Context: an optimization exercise on an open-source flow, tuned for small area, a short achievable clock period and few clock cycles per item. The choices shown serve that exercise and are no tape-out recipe.
Only simulation tests tie the RTL to the original design; equivalence was not proved.
No activity file was given, so power comes from the tool's default toggle rates.

## flow/config.mk

```make
export PLATFORM = sky130hd
export DESIGN_NAME = vospi_engine
export DESIGN_NICKNAME = vospi_engine
export VERILOG_FILES = /design/flow/design.v
export SDC_FILE = /design/flow/constraint.sdc
export NUM_CORES = 4
export LEC_CHECK = 0
export CAP_MARGIN = 20
export CORE_MARGIN = 2
export CORE_UTILIZATION = 70
export CTS_CLUSTER_DIAMETER = 55
export CTS_CLUSTER_SIZE = 25
export PLACE_DENSITY = 0.75
export SLEW_MARGIN = 20
```

## flow/constraint.sdc

```tcl
create_clock -name core_clock -period 10.0 [get_ports {clk}]
set_input_delay 2.0000 -clock core_clock [delete_from_list [all_inputs] [get_ports {clk}]]
set_output_delay 2.0000 -clock core_clock [all_outputs]
set_load 0.01 [all_outputs]
```

## flow/design.v

```verilog
module vospi_crc16 (
    input  wire [15:0] crc_in,
    input  wire [15:0] data,
    output reg  [15:0] crc_out
);
    integer i;
    reg fb;
    always @* begin
        crc_out = crc_in;
        for (i = 15; i >= 0; i = i - 1) begin
            fb      = crc_out[15] ^ data[i];
            crc_out = {crc_out[14:0], 1'b0} ^ (fb ? 16'h1021 : 16'h0000);
        end
    end
endmodule
module vospi_engine #(
    parameter LINE_WIDTH   = 80,
    parameter PPS          = 60,       
    parameter SEGS_MULTI   = 4,        
    parameter MARKER_ID    = 20,
    parameter QUIET_MS     = 200
) (
    input  wire        clk,
    input  wire        rst,
    input  wire        cmd_valid,
    output wire        cmd_ready,
    input  wire [2:0]  cmd_op,
    input  wire [7:0]  cmd_hint,
    input  wire        cfg_ok,
    output reg         cfg_req,
    output reg         rsp_valid,
    output wire [1:0]  rsp_code,
    output reg         rsp_active,
    input  wire [31:0] now,
    output reg         xfer_start,
    output reg         xfer_abort,
    input  wire        rx_valid,
    output wire        rx_ready,
    input  wire [15:0] rx_data,
    input  wire        pool_avail,
    input  wire [3:0]  pool_slot,
    output reg         acq_take,
    output reg         rel_valid,
    output reg         rel_used,
    output wire [3:0]  rel_slot,
    output wire        mem_we,
    output wire [3:0]  mem_slot,
    output wire [15:0] mem_addr,
    output wire [15:0] mem_wdata
);
    localparam PACKET_WORDS = 2 + LINE_WIDTH + 1;
    localparam TAP = 8;                    
    localparam [2:0] OP_INIT = 3'd0, OP_DEINIT = 3'd1, OP_ABORT = 3'd2,
                     OP_RESTART = 3'd3;
    localparam [1:0] RES_OK = 2'd0, RES_ERR_TRANSPORT = 2'd1, RES_ERR_STATE = 2'd2;
    reg        initialised;
    reg        multi_segment;
    reg        streaming;
    reg        capturing;
    reg [5:0]  exp_pid;                    
    reg [1:0]  exp_seg;                    
    reg        slot_valid;
    reg [3:0]  slot;
    reg [3:0]  slot_o;                     
    reg [31:0] last_resync;
    reg [15:0] rx_q;
    reg        rxv_q;                      
    reg        pool_avail_q;
    reg        rx_rdy;
    reg [6:0]  widx;                       
    reg [6:0]  d;                          
    reg        hdr_q;                      
    reg        pay_q;                      
    reg        last_q;                     
    reg [15:0] crc;
    reg        f_skip;                     
    reg        f_r2;                       
    reg        f_bad;                      
    reg [15:0] rb [0:LINE_WIDTH-1];        
    reg        wst;                        
    reg        wst2;                       
    reg        wact;                       
    reg [6:0]  wk;                         
    reg [6:0]  wc;                         
    reg [10:0] base_hi;                    
    reg [10:0] addr_hi;                    
    reg        zbase;                      
    reg        fc_flag;                    
    reg        fc_take;                    
    reg        fcd;                        
    reg        cmd_rdy;
    reg        c1;                         
    reg        c2;                         
    reg        rs1;                        
    reg [1:0]  code1, code2, code3;        
    reg        q_lo;                       
    reg        q_b;                        
    reg        q_k;                        
    reg        q_x;                        
    assign cmd_ready = cmd_rdy;
    assign rx_ready  = rx_rdy;
    assign rel_slot  = slot_o;
    assign mem_we    = wact;
    assign mem_slot  = slot_o;
    assign rsp_code  = code3;
    assign mem_addr  = {addr_hi, wc[3:0], 1'b0};
    assign mem_wdata = rb[LINE_WIDTH-1];
    wire [15:0] crc_next;
    vospi_crc16 u_crc (
        .crc_in (crc),
        .data   (rx_q),
        .crc_out(crc_next)
    );
    wire cmd_fire   = cmd_valid && cmd_rdy;
    wire op_init    = (cmd_op == OP_INIT);
    wire op_abort   = (cmd_op == OP_ABORT) || (cmd_op == OP_DEINIT);
    wire op_deinit  = (cmd_op == OP_DEINIT);
    wire op_restart = (cmd_op == OP_RESTART);
    wire init_ok    = cmd_fire && !initialised && op_init && cfg_ok;
    wire abort_fire = cmd_fire && op_abort;
    wire kill       = cmd_fire && (!initialised || op_abort);
    wire acc        = rx_valid && rx_rdy && streaming && !abort_fire;
    wire w_pay      = (widx >= 7'd2) && (widx < 7'd2 + LINE_WIDTH);
    wire acc_pay    = acc && w_pay;
    wire acc_first  = acc && (widx == 7'd2);
    wire [6:0] widx_d = abort_fire ? 7'd0 :
                        !acc ? widx :
                        (widx == PACKET_WORDS - 1) ? 7'd0 : widx + 7'd1;
    wire [6:0] d_inc = (d == LINE_WIDTH - 1) ? 7'd0 : d + 7'd1;
    wire [6:0] d_d   = acc_first ? 7'd0 : acc_pay ? d : d_inc;
    wire rdy_acc     = !((widx >= 7'd3) && (widx < 7'd1 + LINE_WIDTH)) || (d[2:0] == 3'd0);
    wire rdy_idle    = !((widx >= 7'd3) && (widx < 7'd2 + LINE_WIDTH)) || (d[2:0] == 3'd7);
    wire rdy_d       = abort_fire || ((rx_valid && rx_rdy && streaming) ? rdy_acc : rdy_idle);
    wire [11:0] h_pid    = rx_q[11:0];
    wire [2:0]  h_seg    = rx_q[14:12];
    wire        h_dc     = (rx_q[11:8] == 4'hF);
    wire        h_marker = multi_segment && (h_pid == MARKER_ID);
    wire        e_zero   = (exp_pid == 6'd0);
    wire        h_r1     = e_zero && (h_pid != 12'd0);
    wire        h_r2     = h_marker && (exp_seg == 2'd0) && (h_seg != 3'd1);
    wire        h_bad    = (h_pid != {6'd0, exp_pid}) ||
                           (h_marker && (h_seg != {1'b0, exp_seg} + 3'd1));
    wire ev      = last_q && initialised && capturing && !f_skip;
    wire ev_r2   = ev && f_r2;
    wire ev_try  = ev && !f_r2;
    wire crc_ok  = (crc == rx_q);
    wire ev_bad  = ev_try && (f_bad || !crc_ok);
    wire ev_ok   = ev_try && !f_bad && crc_ok;
    wire ev_nosl = ev_ok && !slot_valid && !pool_avail_q;
    wire ev_acc  = ev_ok && (slot_valid || pool_avail_q);
    wire pid_wrap   = (exp_pid == PPS - 1);
    wire seg_wrap   = (exp_seg == SEGS_MULTI - 1);
    wire frame_done = pid_wrap && (!multi_segment || seg_wrap);
    wire        wlast   = (wk == LINE_WIDTH - 1);
    wire [6:0]  wc_d    = wst2 ? d : (wc == LINE_WIDTH - 1) ? 7'd0 : wc + 7'd1;
    wire [10:0] base_d  = !wst2 ? base_hi : zbase ? 11'd0 : base_hi + 11'd5;
    wire [1:0]  code_now = (op_init && initialised) ? RES_ERR_STATE :
                           (op_init && !cfg_ok) ? RES_ERR_TRANSPORT :
                           (op_abort && !initialised) ? RES_ERR_STATE : RES_OK;
    wire [23:0] hs_a = now[31:8] ~^ last_resync[31:8];    
    wire [23:0] hs_o = now[31:8] | ~last_resync[31:8];    
    wire [7:0]  d_lo = now[7:0] - last_resync[7:0];
    wire        quiet_ok = !(q_lo && q_k && (q_x == !q_b));
    wire busy = rx_valid || rxv_q || wst || wst2 || wact || fcd || acq_take ||
                rel_valid || c1 || c2 || cmd_fire;
    integer i, j;
    always @(posedge clk) begin
        rx_q         <= rx_data;
        pool_avail_q <= pool_avail;
        q_lo         <= d_lo < QUIET_MS;
        q_b          <= now[7:0] < last_resync[7:0];
        q_k          <= &(hs_a[23:1] ~^ hs_o[22:0]);
        q_x          <= hs_a[0];
        for (j = 0; j < LINE_WIDTH / TAP; j = j + 1) begin
            for (i = 1; i < TAP; i = i + 1)
                rb[j*TAP + i] <= rb[j*TAP + i - 1];
            rb[j*TAP] <= ~((pay_q && d[6:3] == j) ? ((j % 2 == 0) ? rx_q : ~rx_q) :
                           rb[(j*TAP + LINE_WIDTH - 1) % LINE_WIDTH]);
        end
        wc        <= wc_d;
        slot_o    <= slot;
        code1     <= code_now;
        code2     <= code1;
        code3     <= code2;
        rsp_active <= initialised && streaming && capturing;
        rel_used  <= !(cmd_valid && cmd_rdy && op_deinit);
        base_hi   <= base_d;
        addr_hi   <= base_d + {8'd0, wc_d[6:4]};
    end
    always @(posedge clk) begin
        cfg_req    <= 1'b0;
        xfer_start <= 1'b0;
        xfer_abort <= 1'b0;
        acq_take   <= 1'b0;
        rel_valid  <= 1'b0;
        rsp_valid  <= 1'b0;
        if (rst) begin
            initialised   <= 1'b0;
            streaming     <= 1'b0;
            rxv_q         <= 1'b0;
            widx          <= 7'd0;
            hdr_q         <= 1'b0;
            pay_q         <= 1'b0;
            last_q        <= 1'b0;
            rx_rdy        <= 1'b0;
            wst           <= 1'b0;
            wst2          <= 1'b0;
            wact          <= 1'b0;
            fc_flag       <= 1'b0;
            fcd           <= 1'b0;
            cmd_rdy       <= 1'b0;
            c1            <= 1'b0;
            c2            <= 1'b0;
            rs1           <= 1'b0;
        end else begin
            cmd_rdy <= !busy;
            rxv_q  <= acc;
            hdr_q  <= acc && (widx == 7'd0);
            pay_q  <= acc_pay;
            last_q <= acc && (widx == PACKET_WORDS - 1);
            widx   <= widx_d;
            d      <= d_d;
            rx_rdy <= rdy_d;
            if (rxv_q)
                crc <= last_q ? 16'd0 : crc_next;
            if (hdr_q) begin
                f_skip <= h_dc || h_r1;
                f_r2   <= h_r2;
                f_bad  <= h_bad;
            end
            if (ev_r2)
                exp_pid <= 6'd0;
            if (ev_bad) begin
                xfer_abort  <= 1'b1;
                streaming   <= 1'b0;
                capturing   <= 1'b0;
                exp_pid     <= 6'd0;
                exp_seg     <= 2'd0;
                last_resync <= now;
            end
            if (ev_nosl)
                capturing <= 1'b0;
            if (ev_acc) begin
                if (!slot_valid) begin
                    acq_take   <= 1'b1;
                    slot_valid <= 1'b1;
                end
                wst     <= 1'b1;
                zbase   <= e_zero && (exp_seg == 2'd0);
                fc_flag <= frame_done;
                fc_take <= pool_avail_q;
                if (pid_wrap) begin
                    exp_pid <= 6'd0;
                    if (multi_segment)
                        exp_seg <= exp_seg + 2'd1;
                end else begin
                    exp_pid <= exp_pid + 6'd1;
                end
                if (frame_done && !pool_avail_q) begin
                    slot_valid <= 1'b0;
                    capturing  <= 1'b0;
                end
            end
            if (acq_take)
                slot <= pool_slot;
            wst2 <= wst;
            if (wst)
                wst <= 1'b0;
            if (wst2) begin
                wact    <= 1'b1;
                wk      <= 7'd0;
            end
            if (wact) begin
                wk <= wk + 7'd1;
                if (wlast) begin
                    wk      <= 7'd0;
                    wact    <= 1'b0;
                    fcd     <= fc_flag;
                    fc_flag <= 1'b0;
                end
            end
            if (fcd) begin
                fcd       <= 1'b0;
                rel_valid <= 1'b1;
                acq_take  <= fc_take;
            end
            c1  <= cmd_fire;
            c2  <= c1;
            rs1 <= cmd_fire && initialised && op_restart;
            if (cmd_fire && op_init && !initialised)
                cfg_req <= 1'b1;
            if (kill) begin
                xfer_abort  <= streaming;
                streaming   <= 1'b0;
                capturing   <= 1'b0;
                exp_pid     <= 6'd0;
                exp_seg     <= 2'd0;
                last_resync <= now;
                crc         <= 16'd0;
            end
            if (cmd_fire && !initialised) begin
                multi_segment <= (cmd_hint > 8'd1);
                slot_valid    <= 1'b0;
            end
            if (init_ok)
                initialised <= 1'b1;
            if (cmd_fire && initialised && op_deinit) begin
                if (slot_valid)
                    rel_valid <= 1'b1;
                slot_valid  <= 1'b0;
                initialised <= 1'b0;
            end
            if (cmd_fire && initialised && op_restart)
                capturing <= 1'b1;
            if (rs1 && !streaming && quiet_ok) begin
                streaming  <= 1'b1;
                xfer_start <= 1'b1;
                widx       <= 7'd0;
                crc        <= 16'd0;
            end
            if (c2)
                rsp_valid  <= 1'b1;
        end
    end
endmodule
```

## flow/flow/run.sh

```bash
#!/bin/bash
# The standard ORFS layout (the standard.sh), asking timing repair for
# more setup slack than the clock period needs and buffering the ports with
# buf_2 instead of the default delay buffer.
set -euo pipefail
bash standard.sh 'SETUP_SLACK_MARGIN=6.9' 'BUFFER_PORTS_ARGS=-buffer_cell sky130_fd_sc_hd__buf_2' finish > orfs_make.log 2>&1
```

## flow/standard.sh

```bash
#!/bin/bash
# synth_recipe.tcl (not shown) runs the flow's synth.tcl, then flattens the netlist and writes it again
# the make line also repeats each setting of config.mk as NAME=value (left out here)
make -C /OpenROAD-flow-scripts/flow DESIGN_CONFIG=/design/flow/config.mk WORK_HOME=/design/flow/orfs CLKGATE_MAP_FILE= SYNTH_SCRIPT=/design/flow/synth_recipe.tcl "${@:-finish}"
```

==> flow_metrics.env, run 1 <==
export IMPL_synthFlopType="dfxtp_1"
export IMPL_ys_seq_elements=1453
export IMPL_maxCapViolCount=0
export IMPL_syn_nets=2429
export IMPL_arrival_ns=1.10
export IMPL_cp_start_kind="register"
export IMPL_worst_path_buf_inv=1
export IMPL_total_power_uw=9300
export IMPL_tritoncts="done"
export IMPL_cts_max_level=3
export IMPL_syn_avg_cell_area_um2=15.3
export IMPL_max_vdd_ir_drop_mv=0.165
export IMPL_antenna_cells=0
export IMPL_path_class="register to primary output"
export IMPL_antenna_found_initial=1
export IMPL_drc=0
export IMPL_wl_per_cell_um=17.6
export IMPL_p_leak_uw=0.0162
export IMPL_cellPowerDensity_nw_per_um2=237
export IMPL_final_antenna_net_count=0
export IMPL_grt_pass1_wl_um=90100
export IMPL_routed_wl_um=55600
export IMPL_tns_ns=0
export IMPL_slowest_stage="dfxtp_4"
export IMPL_track_usage=0.219
export IMPL_worst_slack_ns=6.90
export IMPL_pre_cts_ws_ns=6.00
export IMPL_fin_nets=2589
export IMPL_dr_pass1_iters=5
export IMPL_start_util=0.709
export IMPL_dp_hpwl_um=31000
export IMPL_port_buffers=119
export IMPL_hold_viol_final=0
export IMPL_grt_pass1_vias=16500
export IMPL_syn_to_final_growth_pct=10.5
export IMPL_drive_above_1_share=0.127
export IMPL_endpoint_kind="primary output"
export IMPL_crit_fanout=2
export IMPL_fmax_ghz=0.322
export IMPL_grt_max_degree=33
export IMPL_finalCritPeriodShare=0.310
export IMPL_viasPerCell=4.98
export IMPL_synth_area_um2=35500
export IMPL_synth_cells=2313
export IMPL_crit_family="flip-flops"
export IMPL_num_rows=82
export IMPL_setup_viol_count_final=0
export IMPL_clk_latency_ns=0.62
export IMPL_ys_seq_area_frac=0.843
export IMPL_ys_types=71
export IMPL_required_ns=8.00
export IMPL_ctsHoldBuffers=0
export IMPL_outcome="no timing/DRC/antenna violations"
export IMPL_grt_overflow=0
export IMPL_gp_congestion=0.887
export IMPL_cts_buffer_depth=3
export IMPL_synth_edf_count=82
export IMPL_fin_crit_ns=3.10
export IMPL_slew_headroom=0.325
export IMPL_synth_async_reset_ratio=0
export IMPL_cts_made_buffers=71
export IMPL_ios=122
export IMPL_rsz0062_at_grt="true"
export IMPL_crit_path_cell_trace="buf_6"
export IMPL_slew_violations=0
export IMPL_fin_cells=3165
export IMPL_utilization=0.784
export IMPL_cp_slowest_stage_delay_ns=0.37
export IMPL_ctsRootBufferMaster="clkbuf_16"
export IMPL_drt_initial_drc_count=862
export IMPL_worst_slew_pin_transition_ns=1.01
export IMPL_dpl_cell_count=3052
export IMPL_core_area_um2=50100
export IMPL_clkTransAtPathRegs_ns=0.09
export IMPL_synth_warning_count=3
export IMPL_die_w_um=229
export IMPL_num_vias=15800
export IMPL_clock_sinks=1453
export IMPL_min_path_type="register to register"
export IMPL_die_h_um=229
export IMPL_skew_ns=0.0187
export IMPL_dieArea_um2=52500
-- flip-flops by register name, summed over array words and instances, names as in the netlist, 6 cells and up --
signal	flops
wc	7
wk	7
rb	1280
crc	16
rx_q	16
exp_pid	6
d	7
addr_hi	11
last_resync	32
base_hi	11
widx	7
-- worst paths after layout --
path,start,endpoint,slack (ns),cells past startpoint
min reg2reg,rb[54][3]$_DFF_P_,rb[55][3]$_DFF_P_,0.32,0
max,rb[79][13]$_DFF_P_,mem_wdata[13],6.90,1
max reg2reg,wc[0]$_DFF_P_,addr_hi[9]$_DFF_P_,7.13,14
min,rb[54][3]$_DFF_P_,rb[55][3]$_DFF_P_,0.32,0
-- synth_stat cells (3+ instances only) --
cell type | instances | area share
o31ai_1 | 5 | 0.0011
xor2_1 | 43 | 0.011
or3_1 | 5 | 0.00088
clkbuf_1 | 45 | 0.0048
nand4b_1 | 3 | 0.00074
ha_1 | 46 | 0.016
a31oi_1 | 6 | 0.0011
xnor2_2 | 12 | 0.0055
and2_1 | 4 | 0.00070
or4_1 | 8 | 0.0017
nor2b_1 | 16 | 0.0028
xnor2_1 | 62 | 0.015
nor4_1 | 9 | 0.0016
buf_4 | 9 | 0.0019
nand3_1 | 29 | 0.0041
nor2_1 | 160 | 0.017
nor3_1 | 19 | 0.0027
buf_2 | 7 | 0.00099
inv_1 | 53 | 0.0056
a21oi_1 | 104 | 0.015
nor3b_1 | 3 | 0.00063
edfxtp_1 | 82 | 0.069
o21ai_0 | 17 | 0.0024
and3_1 | 11 | 0.0019
a21o_1 | 4 | 0.00085
dfxtp_1 | 1371 | 0.77
nand2_1 | 39 | 0.0041
mux2i_1 | 78 | 0.022
nand4_1 | 14 | 0.0025
-- area by class of cell --
cell class	instances	area (um^2)
Clock buffer	80	1880
Clock inverter	13	154
Fill cell	2838	10800
Inverter	54	203
Multi-Input combinational cell	743	5200
Sequential cell	1453	30000
Tap cell	672	841
Timing Repair Buffer	150	1010
-- power by group --
| part | internal, uW | leakage, uW | switching (uW) |
|---|---|---|---|
| sequential | 5880 | 0.0120 | 40.5 |
| combinational | 142 | 0.00320 | 148 |
| clock | 1380 | 0.000999 | 1710 |
-- metrics by stage --
step / cell area, um^2 / hold slack [ns]
after floorplan: 35600 / 0.310
after global routing: 39200 / 0.326
final: 39200 / 0.323
after global placement: 36800 / 0.310
after CTS: 39200 / 0.327
after detailed placement: 36800 / 0.312
-- repair_timing --
item	CTS	global route
setup buffers	16	3
resized for setup	55	11
gates cloned	1	0
pin swaps	6	7
setup endpoints to repair	63	56
-- cell usage in the layout (no fill, tap or decap), types with 5 or more instances in the layout --
master	n
a21oi_1	103
nor2_1	157
nand2_1	37
clkbuf_16	74
nor4_1	9
dfxtp_1	1338
or4_1	8
o31ai_1	5
buf_4	30
xor2_1	43
mux2i_1	78
inv_1	53
buf_2	94
nand3_1	29
or3_1	5
nor2b_1	15
and3_1	11
ha_1	45
inv_6	5
buf_6	24
xnor2_2	13
xnor2_1	61
edfxtp_1	82
dfxtp_2	32
o21ai_0	16
nor3_1	19
nand4_1	14
clkbuf_1	5
-- cell families (layout without fill, tap and decap cells) --
| kind of cell | after synthesis | after routing | share of synthesized area |
|---|---|---|---|
| AOI/OAI and AO/OA | 159 | 159 | 0.0264 |
| xor gates and xnor gates | 118 | 118 | 0.0322 |
| adders and majority gates | 47 | 47 | 0.0168 |
| buffers and inverters | 118 | 297 | 0.0139 |
| DFF | 1453 | 1453 | 0.843 |
| muxes | 80 | 80 | 0.0226 |
| other | 1 | 1 | 0.000106 |
| and+or+nand+nor | 337 | 338 | 0.0454 |
-- per-layer routing --
| layer | part of all wire | up-vias | track usage |
|---|---|---|---|
| met5 | 0.00020 | - | 0 |
| met4 | 0.021 | 2 | 0.0678 |
| met3 | 0.035 | 77 | 0.0320 |
| met2 | 0.47 | 240 | 0.350 |
| met1 | 0.48 | 7663 | 0.313 |
| li1 | - | 7768 | - |
Testbench counts, summed over its fixed seeds: cycles 423,840, items 5,100.
==> inputs of run 2 (changes only) <==
--- a/flow/flow/run.sh
+++ b/flow/flow/run.sh
@@ -5,2 +5,2 @@
 set -euo pipefail
-bash standard.sh 'SETUP_SLACK_MARGIN=6.9' 'BUFFER_PORTS_ARGS=-buffer_cell sky130_fd_sc_hd__buf_2' finish > orfs_make.log 2>&1
+bash standard.sh 'SETUP_SLACK_MARGIN=6.7' 'BUFFER_PORTS_ARGS=-buffer_cell sky130_fd_sc_hd__buf_2' finish > orfs_make.log 2>&1
--- a/flow/config.mk
+++ b/flow/config.mk
@@ -12,3 +12,2 @@
 export CTS_CLUSTER_SIZE = 25
-export PLACE_DENSITY = 0.75
 export SLEW_MARGIN = 20
==> run 2 against run 1 <==
Against the previous run:
- area after synthesis unchanged
- final cell count down 0.57%
- synthesized cell count did not move
- maximum frequency fell by 3.6%
- critical path type unchanged
- setup slack worse by 0.12 ns
- worst hold slack lost 0.0035 ns
- sequential share of layout area up 0.64 points
- non-clock buffer count is 17 lower
- sequential cell count stayed put
- combinational power down 8.6%
- die area is the same
- design area is 0.97% lower
==> flow_metrics.env, run 2 <==
export IMPL_synth_cells=2313
export IMPL_hold_path_depth=0
export IMPL_seq_area_um2=29900
export IMPL_synth_area_um2=35500
export IMPL_synth_async_reset_ratio=0
export IMPL_drive_above_1_share=0.106
export IMPL_yosys_area_share_xor_xnor=0.0322
export IMPL_drc=0
export IMPL_port_buffers=119
export IMPL_fillers=2975
export IMPL_rr_startpoint="rx_q[15]$_DFF_P_"
export IMPL_final_antenna_net_count=0
export IMPL_cts_buffer_depth=3
export IMPL_path_class="register to primary output"
export IMPL_ctsHoldBuffers=0
export IMPL_ctsRootBufferMaster="clkbuf_16"
export IMPL_worstHoldStart="rb[41][5]$_DFF_P_"
export IMPL_die_w_um=229
export IMPL_gp_congestion=0.830
export IMPL_antenna_cells=0
export IMPL_yosysMostFrequentCell="dfxtp_1"
export IMPL_final_cell_mix="dfxtp_1 (1370), nor2_1 (158), buf_2 (119)"
export IMPL_rsz0062_at_grt="false"
export IMPL_muxShareOfSynthArea=0.0226
export IMPL_min_path_type="register to register"
export IMPL_cts_max_level=3
export IMPL_grt_max_degree=33
export IMPL_crit_family="flip-flops"
export IMPL_fin_crit_ns=3.22
export IMPL_cp_slowest_stage_delay_ns=0.44
export IMPL_tritoncts="done"
export IMPL_largest_reg_flops=1280
export IMPL_start_util=0.709
export IMPL_antenna_found_initial=0
export IMPL_maxCapViolCount=0
export IMPL_syn_to_final_growth_pct=9.47
export IMPL_synth_top_family_by_area="simple AND/OR/NAND/NOR gates"
export IMPL_clock_sinks=1453
export IMPL_hold_viol_final=0
export IMPL_grt_pass1_wl_um=86900
export IMPL_ios=122
export IMPL_crit_path_cell_trace="buf_2"
export IMPL_dp_hpwl_um=31300
export IMPL_wl_per_cell_um=17.2
export IMPL_worst_path_buf_inv=1
export IMPL_setup_viol_count_final=0
export IMPL_num_vias=15600
export IMPL_outcome="no timing/DRC/antenna violations"
export IMPL_fin_nets=2572
export IMPL_worst_slew_pin_transition_ns=0.896
export IMPL_syn_nets=2429
export IMPL_top_register="rb"
export IMPL_synth_top_area_cell="dfxtp_1"
export IMPL_synth_area_leaders="dfxtp_1 (77%), edfxtp_1 (6.9%), mux2i_1 (2.2%)"
export IMPL_multi_input_area_um2=5180
export IMPL_pwr_share_seq=0.640
export IMPL_cts_made_buffers=71
export IMPL_r2r_end="exp_pid[5]$_SDFFCE_PP0P_"
export IMPL_dpl_cell_count=3054
export IMPL_utilization=0.776
export IMPL_slowest_stage="dfxtp_1"
export IMPL_dieArea_um2=52500
export IMPL_p_int_uw=7370
export IMPL_synthFlopType="dfxtp_1"
export IMPL_ys_seq_area_frac=0.843
export IMPL_pre_cts_ws_ns=5.96
export IMPL_p_comb_frac=0.029
export IMPL_routed_wl_um=54300
export IMPL_r2r_slack_ns=7.05
export IMPL_cellPowerDensity_nw_per_um2=238
export IMPL_synth_compound_area_frac=0.0264
export IMPL_synth_edf_count=82
export IMPL_synthSimpleGateAreaFrac=0.0454
export IMPL_final_common_cell="dfxtp_1"
export IMPL_track_usage=0.211
export IMPL_swShare=0.205
export IMPL_grt_pass1_vias=16100
export IMPL_whs_endpoint="rb[42][5]$_DFF_P_"
export IMPL_synth_warning_count=3
export IMPL_finalCritPeriodShare=0.322
export IMPL_p_leak_uw=0.0161
export IMPL_crit_fanout=2
export IMPL_drt_initial_drc_count=853
export IMPL_cp_start_kind="register"
export IMPL_required_ns=8.00
export IMPL_ys_seq_elements=1453
export IMPL_viasPerCell=4.96
export IMPL_tns_ns=0
export IMPL_die_h_um=229
export IMPL_synth_adder_area_share=0.0168
export IMPL_reg2reg_depth=6
export IMPL_core_area_um2=50100
export IMPL_syn_avg_cell_area_um2=15.3
export IMPL_reg_top3="rb x1280, last_resync x32"
export IMPL_slew_violations=0
export IMPL_p_sw_uw=1900
export IMPL_fmax_ghz=0.311
export IMPL_endpoint_kind="primary output"
export IMPL_max_vdd_ir_drop_mv=0.176
export IMPL_arrival_ns=1.22
export IMPL_slew_headroom=0.402
export IMPL_dr_pass1_iters=5
export IMPL_worst_slack_ns=6.78
export IMPL_grt_overflow=0
export IMPL_p_clk_frac=0.332
export IMPL_yosys_area_top_type_share=0.773
export IMPL_skew_ns=0.0198
export IMPL_cts_setup_buffers=0
export IMPL_clkTransAtPathRegs_ns=0.09
export IMPL_num_rows=82
export IMPL_fin_cells=3147
export IMPL_synth_cells_most_frequent="dfxtp_1 (1371), nor2_1 (160), a21oi_1 (104), edfxtp_1 (82), mux2i_1 (78)"
export IMPL_whs_ns=0.320
export IMPL_clk_latency_ns=0.62
export IMPL_ys_types=71
-- run 2: layer usage --
metal | share of wire | wire length [um] | vias to the layer above | track usage
met5 | 0 | 0 | - | 0
met3 | 0.032 | 1710 | 83 | 0.0352
met2 | 0.46 | 24900 | 225 | 0.338
met1 | 0.49 | 26600 | 7567 | 0.305
li1 | - | - | 7740 | -
met4 | 0.020 | 1100 | 0 | 0.0517
-- run 2: final cells by class --
class                   instances  share of cell area
clock buffers                  79              0.0478
clock inverters                13             0.00412
inverters                      54             0.00522
multi-input cells             743               0.133
flip-flops and latches       1453               0.770
well taps                     672              0.0216
repair buffers                133              0.0180
-- run 2: cells by family after synthesis --
family	Yosys count
fa+ha+maj	47
flops	1453
mux	80
other cells	1
compound gates	159
buf+inv	118
simple gates	337
xor+xnor	118
-- run 2: worst max-delay path by stage --
stage / from / end / slack [ns] / depth (start not counted)
2_1_floorplan: cmd_op[0] / last_resync[0]$_DFFE_PP_ / 6.42 / 6
3_3_place_gp: cmd_op[0] / last_resync[21]$_DFFE_PP_ / 6.01 / 6
4_1_cts: rb[79][1]$_DFF_P_ / mem_wdata[1] / 6.76 / 1
3_5_place_dp: cmd_op[0] / last_resync[21]$_DFFE_PP_ / 5.96 / 6
6_report: rb[79][1]$_DFF_P_ / mem_wdata[1] / 6.78 / 1
5_1_grt: rb[79][1]$_DFF_P_ / mem_wdata[1] / 6.74 / 1
-- run 2: through the flow --
stage	total power [uW]	cell area (um^2)
global route	9560	38900
floorplan	6250	35600
finish	9260	38900
detailed placement	6320	36800
global placement	6310	36800
CTS	9320	38900
-- run 2: timing repair --
| action | in CTS | in global routing |
|---|---|---|
| resized for setup | 0 | 2 |
| pin swaps | 1 | 0 |
| cloned | 1 | 0 |
| setup endpoints to repair | 32 | 17 |
-- run 2: power groups by stage --
stage	registers [uW]	logic, uW	clock network (uW)
after detailed placement	6060	262	0
after global placement	6060	252	0
after floorplan	6040	208	0
after global routing	5930	291	3330
final	5930	265	3070
after CTS	5930	266	3130

## separate check: timing with driven ports
No port has a modelled driver above. Below, the same layouts with a new extraction and two added sets of constraints.
Step 1 assumes that a clkbuf_16 drives the clock port and a buf_2 every other input.
Step 2 moves the port delays by t, midway between the first and last clock arrival at a register: inputs arrive t later, outputs are due t later. That takes back most of the time a late clock gives input paths.
Three values: no drivers, after step 1, after step 2; two values: the first two.
run	t, ns	setup WS [ns]	worst hold slack (ns)
run 1	0.668	6.898 / 6.840 / 6.268	0.323 / 0.323 / 0.323
run 2	0.671	6.782 / 6.725 / 6.206	0.320 / 0.320 / 0.320
After both steps setup and hold are still met in every run listed. The setup slack of run 1, which loses most, moves by -0.058 ns with the drivers and by -0.630 ns with both steps.
